This is an optimization exercise on Yosys and OpenROAD, whose aim is small area and few clock cycles, not a production implementation. Where RTL was checked, it was by simulation tests only, not by an equivalence proof against the original. No activity file was given, so power comes from the tool's default toggle rates.

## cedar
## eppe_page_engine
module eppe_page_engine (
    input  wire        clk,
    input  wire        rst,
    input  wire        cmd_valid,
    output wire        cmd_ready,
    input  wire [2:0]  cmd_op,
    input  wire [2:0]  cmd_arg,
    input  wire [15:0] cmd_x,
    input  wire [15:0] cmd_y,
    input  wire [15:0] cmd_w,
    input  wire [15:0] cmd_h,
    output wire        out_valid,
    input  wire        out_ready,
    output wire [7:0]  out_data,
    output wire [15:0] page,
    output wire [1:0]  rot,
    output wire        mirror,
    output wire        win_part,
    output wire [15:0] win_x,
    output wire [15:0] win_y,
    output wire [15:0] win_w,
    output wire [15:0] win_h,
    output wire [1:0]  diag
);
    localparam [2:0] OP_SET_ROTATION  = 3'd0;
    localparam [2:0] OP_SET_FULL_WIN  = 3'd1;
    localparam [2:0] OP_SET_PART_WIN  = 3'd2;
    localparam [2:0] OP_FILL          = 3'd3;
    localparam [2:0] OP_SET_PIXEL     = 3'd4;
    localparam [2:0] OP_SET_PIXEL_PHY = 3'd5;
  ...
export LEC_CHECK = 0
export CAP_MARGIN = 20
export CORE_MARGIN = 2
export CORE_UTILIZATION = 40
export SLEW_MARGIN = 40
export SYNTH_HIERARCHICAL = 1
export SYNTH_MINIMUM_KEEP_SIZE = 0
create_clock -name core_clock -period 20.0 [get_ports {clk}]
standard.sh (not shown) runs the stock make flow with config.mk's settings and CLKGATE_MAP_FILE= SYNTH_SCRIPT=/design/flow/synth_recipe.tcl, a recipe that flattens the netlist after the stock synthesis.
==> flow/flow/run.sh <==
#!/bin/bash
# The standard layout, with two changes:
#  - input and output ports get the smallest buffer (buf_1);
#  - clock tree synthesis uses no dummy loads and larger sink clusters.
set -euo pipefail
export BUFFER_PORTS_ARGS="-buffer_cell sky130_fd_sc_hd__buf_1"
export CTS_ARGS="-sink_clustering_enable -repair_clock_nets -dont_use_dummy_load -sink_clustering_size 28 -sink_clustering_max_diameter 84"
bash standard.sh > make_flow.log 2>&1
Here is what was changed in the inputs of quartz compared with cedar.
-- flow/design.v --
<<< cedar, line 329
        end
    endgenerate
    assign head_h = heads_h[{st_r, st_c, 1'b0} +: 2];
    assign head_l = heads_l[{st_r, st_c, 1'b0} +: 2];
endmodule
module eppe_ring (
>>> quartz, line 329
        end
    endgenerate
    reg [3:0] row_head [0:4];
    reg [3:0] rd_head;
    integer k;
    always @* begin
        for (k = 0; k < 5; k = k + 1) begin
            case (st_c)
                3'd0: row_head[k] = {heads_h[k*16+0  +: 2], heads_l[k*16+0  +: 2]};
                3'd1: row_head[k] = {heads_h[k*16+2  +: 2], heads_l[k*16+2  +: 2]};
                3'd2: row_head[k] = {heads_h[k*16+4  +: 2], heads_l[k*16+4  +: 2]};
                3'd3: row_head[k] = {heads_h[k*16+6  +: 2], heads_l[k*16+6  +: 2]};
                3'd4: row_head[k] = {heads_h[k*16+8  +: 2], heads_l[k*16+8  +: 2]};
                3'd5: row_head[k] = {heads_h[k*16+10 +: 2], heads_l[k*16+10 +: 2]};
                3'd6: row_head[k] = {heads_h[k*16+12 +: 2], heads_l[k*16+12 +: 2]};
                default: row_head[k] = {heads_h[k*16+14 +: 2], heads_l[k*16+14 +: 2]};
            endcase
        end
        case (st_r)
            3'd0: rd_head = row_head[0];
            3'd1: rd_head = row_head[1];
            3'd2: rd_head = row_head[2];
            3'd3: rd_head = row_head[3];
            default: rd_head = row_head[4];
        endcase
    end
    assign head_h = rd_head[3:2];
    assign head_l = rd_head[1:0];
endmodule
module eppe_ring (
quartz was carried through to the last stage, and its layout satisfied the timing, DRC and antenna checks.
Changes observed in quartz relative to cedar: overall global routing resource usage neither gained nor lost much, clock network area share picked up an extra 0.40 points, maximum frequency from static timing analysis lost about 0.6%.
Of quartz and cedar, the run reporting the higher smallest setup slack after layout was cedar.
Measured against each other, quartz and cedar differ in area of the die, the higher figure coming from cedar.
STATUS internal cell power: quartz loses against cedar
Count of clock buffers in the final design was lower in the run labelled cedar.
Detailed route wirelength on metal3 delta for quartz relative to cedar: 68 um higher
Higher well tap count goes to cedar over quartz.
quartz — share of the final layout cell area in sequential cells 0.81 points higher, cedar as reference
Run comparison: quartz uppermost layer routed met5; cedar uppermost layer routed met4
Testbench counts of quartz, summed over its fixed seeds: cycles 22,098.
Only the layout flow was run in cedar; the RTL was not checked for function there.

[afterwards: timing with drivers on the ports]
The results above use ideal ports. As a check the final layouts listed here were re-extracted and re-timed, cells and wires unchanged. Step 1 (the two cells are an assumption about what drives the block):
set clk [get_ports {clk}]
set_driving_cell -lib_cell sky130_fd_sc_hd__clkbuf_16 $clk
set_driving_cell -lib_cell sky130_fd_sc_hd__buf_2 [delete_from_list [all_inputs] $clk]
Step 2 adds t to the input delays and takes it off the output delays; t is the mean of the earliest and latest rising clock arrival at the registers after step 1. Input paths then give back, and output paths get back, about the clock's delay inside the block. Three values: no drivers, after step 1, after step 2; two values: the first two.
run | t, ns | slack for setup (ns) | worst setup path at the end | worst slew at a driven data input, ns | pins driven straight from the clock port
cedar | 0.651 | 6.245 / 6.279 / 5.628 | input to register | 0.10 | 1
quartz | 0.600 | 6.165 / 6.196 / 5.596 | input to register | 0.10 | 1
After both steps setup and hold are still met in every run listed. For cedar, which loses most, drivers alone change the setup slack by +0.034 ns; drivers and shift together by -0.617 ns.
